What follows belongs to an exercise in optimizing a design on an open flow for small area, a short achievable clock period and few clock cycles; a production flow would make more cautious choices. Where RTL was checked, it was by simulation tests only, not by an equivalence proof against the original. Power is estimated from default activity; no workload was simulated.

Setup of amber:
==> flow/design.v (excerpt) <==
module arith_core #(parameter N = 32) (
    input  wire         clk,
    input  wire         rst,
    input  wire         start,
    input  wire [4:0]   cmd,
    input  wire [N-1:0] a_in,
    input  wire [N-1:0] b_in,
    output reg          busy,
    output reg          done,
    output reg  [1:0]   status,
    output wire [N-1:0] res_hi,
    output wire [N-1:0] res_lo,
    output reg  [3:0]   flags
);
export LEC_CHECK = 0
export CAP_MARGIN = 20
export CORE_MARGIN = 2
export CORE_UTILIZATION = 40
export SLEW_MARGIN = 20
create_clock -name core_clock -period 20.0 [get_ports {clk}]
standard.sh (not shown) runs the stock make flow with config.mk's settings and CLKGATE_MAP_FILE= SYNTH_SCRIPT=/design/flow/synth_recipe.tcl, a recipe that flattens the netlist after the stock synthesis.
==> flow/flow/run.sh <==
#!/bin/bash
# Standard layout, with two changes to how it is made:
#  - timing repair is asked to reach 5.2 ns paths (a setup margin on the
#    unchanged 20 ns constraint);
#  - every input and output port still gets its own buffer, but a buf_1
#    instead of the larger cell buffer_ports picks by default.
# Every tool's log stays under orfs/logs; make's own output goes to
# flow_make.log.
set -euo pipefail
bash standard.sh SETUP_SLACK_MARGIN=14.8 \
  "BUFFER_PORTS_ARGS=-buffer_cell sky130_fd_sc_hd__buf_1" finish > flow_make.log 2>&1
Testbench counts of amber, summed over its fixed seeds: cycles 74,844.
The following lists how cedar was set up differently from amber:
-- flow/design.v --
<<< amber, line 152
    always @(posedge clk) begin
        if (accept) begin
            A     <= b_in;
            L     <= a_in;
            H     <= 33'd0;
            qm1   <= 1'b0;
            cnt   <= 6'd0;
>>> cedar, line 152
    always @(posedge clk) begin
        if (accept) begin
            L     <= a_in;
            H     <= 33'd0;
        end else if (busy) begin
            H     <= h_n;
            L     <= l_n;
        end
    end
    always @(posedge clk) begin
        if (~busy) begin
            A     <= b_in;
            qm1   <= 1'b0;
            cnt   <= 6'd0;
<<< amber, line 176
            {ye, ys, yi} <= in_y;
            {ze, zs, zi} <= in_z;
        end else if (busy) begin
            H     <= h_n;
            L     <= l_n;
            qm1   <= op_booth ? L[3] : qm1;
            cnt   <= cnt_n;
>>> cedar, line 183
            {ye, ys, yi} <= in_y;
            {ze, zs, zi} <= in_z;
        end else begin
            qm1   <= op_booth ? L[3] : qm1;
            cnt   <= cnt_n;
Results
Diff amber -> cedar: area after synthesis comparable; sequential cell fraction of total power climbed 6.5 points; post-route minimum period increased 0.036 ns; pre-CTS setup slack saw an increase.
cedar: done, clean on timing, DRC and antenna
In cedar the post-layout worst setup margin turned out 0.036 ns lower than in amber.
For cedar, only the layout was checked, not whether the RTL still works.


Setup of oak:
The RTL this note starts from:
==> flow/design.v <==
module arith_core #(parameter N = 32) (
    input  wire         clk,
    input  wire         rst,
    input  wire         start,
    input  wire [4:0]   cmd,
    input  wire [N-1:0] a_in,
    input  wire [N-1:0] b_in,
    output reg          busy,
    output reg          done,
    output reg  [1:0]   status,
    output wire [N-1:0] res_hi,
    output wire [N-1:0] res_lo,
    output reg  [3:0]   flags
);
    localparam W = 37;                  
    localparam [1:0] ST_OK = 2'd0, ST_DIV0 = 2'd1, ST_ILLEGAL = 2'd2;
    reg [31:0] A;
    reg [32:0] H;
    reg [31:0] L;
    reg        qm1;
    reg [5:0]  cnt;         
    reg [4:0]  sk;          
    reg [4:0]  cmd_r;
    reg        a31;
    reg        b31s;        
    reg        sa_r;        
    reg        qnz;         
    reg        first;       
    reg op_booth, op_corr, op_add, op_negl, op_step, op_sh8, op_sh2, op_fixr;
    assign res_hi = H[31:0];
    assign res_lo = L;
    wire s       = cmd_r[4];
    wire is_add  = cmd_r[3:1] == 3'b000;
    wire sub     = cmd_r[0];
    wire is_mul  = cmd_r[3:2] == 2'b01;
    wire is_div  = cmd_r[3:1] == 3'b100;
    wire illegal = ~(is_add | is_mul | is_div);
    wire sa      = sa_r;
    wire sb      = b31s;
    wire corr    = ~s & a31;
    wire a_zero  = A == 32'd0;
    reg ye, ys, yi, ze, zs, zi;
    wire e = b31s;
    wire [W-1:0] aext = ys ? {e, e, e, e, A, 1'b0} : {e, e, e, e, e, A};
    wire [W-1:0] y    = ye ? (aext ^ {W{yi}}) : {W{1'b0}};
    wire ycin = ye & yi;
    wire [W-1:0] zext = zs ? {e, e, A, 3'b000} : {e, e, e, A, 2'b00};
    wire [W-1:0] z    = ze ? (zext ^ {W{zi}}) : {W{1'b0}};
    wire zcin = ze & zi;
    function [2:0] booth;           
        input [2:0] bd;
        booth = {~((bd == 3'b000) | (bd == 3'b111)), (bd == 3'b011) | (bd == 3'b100), bd[2]};
    endfunction
    wire [W-1:0] hext = {{4{H[32]}}, H};
    wire [W-1:0] x = (op_booth | op_corr | op_fixr) ? (hext ^ {W{op_fixr & sa}}) :
                     op_step                        ? {{3{H[32]}}, H, L[31]} :
                                                      {5'b00000, L ^ {32{op_negl}}};
    wire [W-1:0] cs_s = x ^ y ^ z;
    wire [W-1:0] cs_c = {(x[W-2:0] & y[W-2:0]) | (x[W-2:0] & z[W-2:0]) | (y[W-2:0] & z[W-2:0]),
                         op_booth ? zcin : ycin};
    wire cpa_cin = op_booth ? ycin : (op_negl | (op_fixr & sa));
    wire [W:0] sm1 = {cs_s, 1'b1} + {cs_c, cpa_cin};
    wire [W-1:0] sm = sm1[W:1];
    wire neg = sm[W-1];
    wire [32:0] h_n = op_booth                      ? sm[36:4] :
                      (op_corr | op_step | op_fixr) ? sm[32:0] :
                      op_sh8                        ? {1'b0, H[23:0], L[31:24]} :
                      op_sh2                        ? {1'b0, H[30:0], L[31:30]} :
                      op_add                        ? 33'd0 : H;
    wire [31:0] l_n = op_booth                      ? {sm[3:0], L[31:4]} :
                      op_step                       ? {L[30:0], ~neg} :
                      op_sh8                        ? {L[23:0], 8'd0} :
                      op_sh2                        ? {L[29:0], 2'd0} :
                      (op_add | op_negl)            ? sm[31:0] : L;
    wire qbit = op_step & ~neg;
    wire [31:0] dd = sb ? ~A : A;
    reg  [4:0]  m;
    integer i;
    always @* begin
        m = 5'd0;
        for (i = 1; i < 32; i = i + 1)
            if (dd[i]) m = i[4:0];
    end
    wire [5:0] cnt_n = cnt + (op_sh8 ? 6'd8 : op_sh2 ? 6'd2 : (op_step | op_booth) ? 6'd1 : 6'd0);
    wire [4:0] sk_n  = (first ? m : sk) - (op_sh8 ? 5'd8 : op_sh2 ? 5'd2 : 5'd0);
    wire div_more = (op_negl & first) | ((op_sh8 | op_sh2 | op_step) & (cnt_n != 6'd32));
    wire div_end  = op_step & (cnt_n == 6'd32);
    wire mul_last = op_booth & (cnt == 6'd7);
    wire early  = first & (illegal | is_add | (is_div & a_zero));
    wire finish = early
                | (mul_last & ~corr)
                | op_corr
                | (div_end & ~neg & ~sa & ~sb)
                | (op_fixr & ~(sa ^ sb))
                | (op_negl & ~first);
    wire add_c  = sm[32] ^ e ^ sub;
    wire [31:0] zp = x[31:0] ^ y[31:0];
    wire [31:0] zc = {x[30:0] | y[30:0], sub};
    wire add_z = &(zp ~^ zc);
    wire [3:0] add_flags = {add_z, s & sm[31],
                            x[31] ^ y[31] ^ sm[31] ^ add_c, add_c};
    wire qnz_n = qnz | qbit;
    wire [3:0] div_flags = {~qnz_n, s & l_n[31], sa & sb & l_n[31], 1'b0};
    wire mul_z = a_zero | (L == 32'd0);
    wire [3:0] mul_flags = {mul_z, s & (A[31] ^ L[31]) & ~mul_z, 2'b00};
    wire in_mul = cmd[3:2] == 2'b01;
    wire in_add = cmd[3:1] == 3'b000;
    wire in_div = cmd[3:1] == 3'b100;
    wire in_sa  = cmd[4] & a_in[31];
    wire in_sb  = cmd[4] & b_in[31];
    wire in_ge8 = in_sb ? ~&b_in[31:8] : |b_in[31:8];
    wire in_ge2 = in_sb ? ~&b_in[31:2] : |b_in[31:2];
    wire in_dv  = in_div & ~in_sa;
    wire [2:0] in_b0 = booth({a_in[1], a_in[0], 1'b0});
    wire [2:0] in_b1 = booth({a_in[3], a_in[2], a_in[1]});
    wire [2:0] in_y  = in_mul ? in_b0 :
                       in_add ? {2'b10, cmd[0]} :
                       (in_dv & ~in_ge2) ? {2'b10, ~in_sb} : 3'b000;
    wire [2:0] in_z  = in_mul ? in_b1 : 3'b000;
    wire nx_booth = op_booth & ~mul_last;
    wire nx_corr  = mul_last & corr;
    wire nx_step  = div_more & (sk_n < 5'd2);
    wire nx_fixr  = div_end & (neg | sa);
    wire rsign_n  = op_step & neg;       
    wire [2:0] nb0 = booth({L[5], L[4], L[3]});
    wire [2:0] nb1 = booth({L[7], L[6], L[5]});
    wire [2:0] nx_y = nx_booth ? nb0 :
                      nx_corr  ? 3'b100 :
                      nx_step  ? {2'b10, ~rsign_n ^ sb} :
                      nx_fixr  ? {neg, 1'b0, sa ^ sb} : 3'b000;
    wire [2:0] nx_z = nx_booth ? nb1 : 3'b000;
    wire accept = ~busy & start;
    always @(posedge clk) begin
        if (rst) begin
            busy <= 1'b0;
            done <= 1'b0;
        end else if (accept) begin
            busy <= 1'b1;
            done <= 1'b0;
        end else if (busy & finish) begin
            busy <= 1'b0;
            done <= 1'b1;
        end
    end
    always @(posedge clk) begin
        if (accept) begin
            A     <= b_in;
            L     <= a_in;
            H     <= 33'd0;
            qm1   <= 1'b0;
            cnt   <= 6'd0;
            cmd_r <= cmd;
            a31   <= a_in[31];
            b31s  <= in_sb;
            sa_r  <= in_sa;
            qnz   <= 1'b0;
            first <= 1'b1;
            op_booth <= in_mul;
            op_corr  <= 1'b0;
            op_add   <= in_add;
            op_negl  <= in_div & in_sa;
            op_sh8   <= in_dv & in_ge8;
            op_sh2   <= in_dv & ~in_ge8 & in_ge2;
            op_step  <= in_dv & ~in_ge2;
            op_fixr  <= 1'b0;
            {ye, ys, yi} <= in_y;
            {ze, zs, zi} <= in_z;
        end else if (busy) begin
            H     <= h_n;
            L     <= l_n;
            qm1   <= op_booth ? L[3] : qm1;
            cnt   <= cnt_n;
            sk    <= sk_n;
            qnz   <= qnz_n;
            first <= 1'b0;
            op_booth <= op_booth & ~mul_last;
            op_corr  <= mul_last & corr;
            op_add   <= 1'b0;
            op_negl  <= (div_end & ~neg & ~sa & sb) | (op_fixr & (sa ^ sb));
            op_sh8   <= div_more & (sk_n >= 5'd8);
            op_sh2   <= div_more & (sk_n < 5'd8) & (sk_n >= 5'd2);
            op_step  <= div_more & (sk_n < 5'd2);
            op_fixr  <= div_end & (neg | sa);
            {ye, ys, yi} <= nx_y;
            {ze, zs, zi} <= nx_z;
        end
    end
    always @(posedge clk) begin
        if (busy & first & is_mul)
            flags <= mul_flags;
        else if (busy & finish & is_add)
            flags <= add_flags;
        else if (busy & finish & is_div)
            flags <= div_flags;
        if (busy & finish)
            status <= illegal ? ST_ILLEGAL : (early & is_div) ? ST_DIV0 : ST_OK;
    end
endmodule
export LEC_CHECK = 0
export CAP_MARGIN = 20
export CORE_MARGIN = 2
export CORE_UTILIZATION = 40
export SLEW_MARGIN = 20
create_clock -name core_clock -period 20.0 [get_ports {clk}]
==> flow/flow/run.sh <==
#!/bin/bash
# Standard layout, with two changes to how it is made:
#  - timing repair is asked to reach 5 ns paths (a setup margin on the
#    unchanged 20 ns constraint);
#  - every input and output port still gets its own buffer, but a buf_1
#    instead of the larger cell buffer_ports picks by default.
# Every tool's log stays under orfs/logs; make's own output goes to
# flow_make.log.
set -euo pipefail
bash standard.sh SETUP_SLACK_MARGIN=15 \
  "BUFFER_PORTS_ARGS=-buffer_cell sky130_fd_sc_hd__buf_1" finish > flow_make.log 2>&1
Testbench counts of oak, summed over its fixed seeds: cycles 74,844.
[inputs] pine vs oak
--- a/flow/design.v
+++ b/flow/design.v
@@ -25,9 +25,16 @@
     reg        b31s;        
     reg        sa_r;        
     reg        qnz;         
     reg        first;       
-    reg op_booth, op_corr, op_add, op_negl, op_step, op_sh8, op_sh2, op_fixr;
+    reg op_booth, op_corr, op_add, op_negl, op_fixr;
+    reg r_step, r_sh8, r_sh2;   
+    reg dv0;                    
+    reg ge8_r, ge2_r;           
+    wire op_sh8  = r_sh8 | (dv0 & ge8_r);
+    wire op_sh2  = r_sh2 | (dv0 & ~ge8_r & ge2_r);
+    wire op_step = r_step | (dv0 & ~ge2_r);
+    wire x_step  = r_step | dv0;
     assign res_hi = H[31:0];
     assign res_lo = L;
     wire s       = cmd_r[4];
     wire is_add  = cmd_r[3:1] == 3'b000;
@@ -52,9 +59,9 @@
         booth = {~((bd == 3'b000) | (bd == 3'b111)), (bd == 3'b011) | (bd == 3'b100), bd[2]};
     endfunction
     wire [W-1:0] hext = {{4{H[32]}}, H};
     wire [W-1:0] x = (op_booth | op_corr | op_fixr) ? (hext ^ {W{op_fixr & sa}}) :
-                     op_step                        ? {{3{H[32]}}, H, L[31]} :
+                     x_step                         ? {{3{H[32]}}, H, L[31]} :
                                                       {5'b00000, L ^ {32{op_negl}}};
     wire [W-1:0] cs_s = x ^ y ^ z;
     wire [W-1:0] cs_c = {(x[W-2:0] & y[W-2:0]) | (x[W-2:0] & z[W-2:0]) | (y[W-2:0] & z[W-2:0]),
                          op_booth ? zcin : ycin};
@@ -114,9 +121,9 @@
     wire [2:0] in_b0 = booth({a_in[1], a_in[0], 1'b0});
     wire [2:0] in_b1 = booth({a_in[3], a_in[2], a_in[1]});
     wire [2:0] in_y  = in_mul ? in_b0 :
                        in_add ? {2'b10, cmd[0]} :
-                       (in_dv & ~in_ge2) ? {2'b10, ~in_sb} : 3'b000;
+                       in_dv ? {2'b10, ~in_sb} : 3'b000;
     wire [2:0] in_z  = in_mul ? in_b1 : 3'b000;
     wire nx_booth = op_booth & ~mul_last;
     wire nx_corr  = mul_last & corr;
     wire nx_step  = div_more & (sk_n < 5'd2);
@@ -158,11 +165,14 @@
             op_booth <= in_mul;
             op_corr  <= 1'b0;
             op_add   <= in_add;
             op_negl  <= in_div & in_sa;
-            op_sh8   <= in_dv & in_ge8;
-            op_sh2   <= in_dv & ~in_ge8 & in_ge2;
-            op_step  <= in_dv & ~in_ge2;
+            r_sh8    <= 1'b0;
+            r_sh2    <= 1'b0;
+            r_step   <= 1'b0;
+            dv0      <= in_dv;
+            ge8_r    <= in_ge8;
+            ge2_r    <= in_ge2;
             op_fixr  <= 1'b0;
             {ye, ys, yi} <= in_y;
             {ze, zs, zi} <= in_z;
         end else if (busy) begin
@@ -176,11 +186,12 @@
             op_booth <= op_booth & ~mul_last;
             op_corr  <= mul_last & corr;
             op_add   <= 1'b0;
             op_negl  <= (div_end & ~neg & ~sa & sb) | (op_fixr & (sa ^ sb));
-            op_sh8   <= div_more & (sk_n >= 5'd8);
-            op_sh2   <= div_more & (sk_n < 5'd8) & (sk_n >= 5'd2);
-            op_step  <= div_more & (sk_n < 5'd2);
+            r_sh8    <= div_more & (sk_n >= 5'd8);
+            r_sh2    <= div_more & (sk_n < 5'd8) & (sk_n >= 5'd2);
+            r_step   <= div_more & (sk_n < 5'd2);
+            dv0      <= 1'b0;
             op_fixr  <= div_end & (neg | sa);
             {ye, ys, yi} <= nx_y;
             {ze, zs, zi} <= nx_z;
         end
Findings:
Path length in cells of the critical path for pine: 7 down relative to oak. Comparing oak and pine, the higher worst setup slack was measured on pine. Clock-buffer cell count ended up 4 higher on pine than on oak. Re wire length: pine is about 1.2% up on oak. Diff oak..pine | relative area of non-clock buffer cells in the final design | negligible.
Testbench counts of pine, summed over its fixed seeds: cycles 74,844.

## static timing again, ports no longer ideal
No port has a modelled driver above. Below, the same layouts with a new extraction and two added sets of constraints.
Step 1, drivers: a clkbuf_16 drives clk and a buf_2 each remaining input, both assumed.
Step 2 also shifts input and output timing later by t, the mid clock arrival at the registers, as if the neighbouring blocks saw the same clock.
Three values: ideal, step 1, step 2; two values: the first two.
| run | shift t [ns] | setup WS [ns] | hold slack, ns | slew at the worst register clock pin (ns) | cell pins on the clock port's net |
|---|---|---|---|---|---|
| amber | 0.499 | 14.840 / 14.788 / 14.375 | 0.500 / 0.500 / 0.500 | 0.07 / 0.07 | 1 |
| cedar | 0.499 | 14.804 / 14.753 / 14.349 | 0.460 / 0.460 / 0.460 | 0.07 / 0.07 | 1 |
| oak | 0.503 | 14.772 / 14.786 / 14.283 | 0.504 / 0.504 / 0.504 | 0.08 / 0.08 | 1 |
| pine | 0.510 | 14.880 / 14.824 / 14.641 | 0.476 / 0.476 / 0.476 | 0.07 / 0.07 | 1 |
After both steps every run listed still meets setup and hold. The setup slack of oak, which loses most, moves by +0.014 ns with the drivers and by -0.489 ns with both steps.
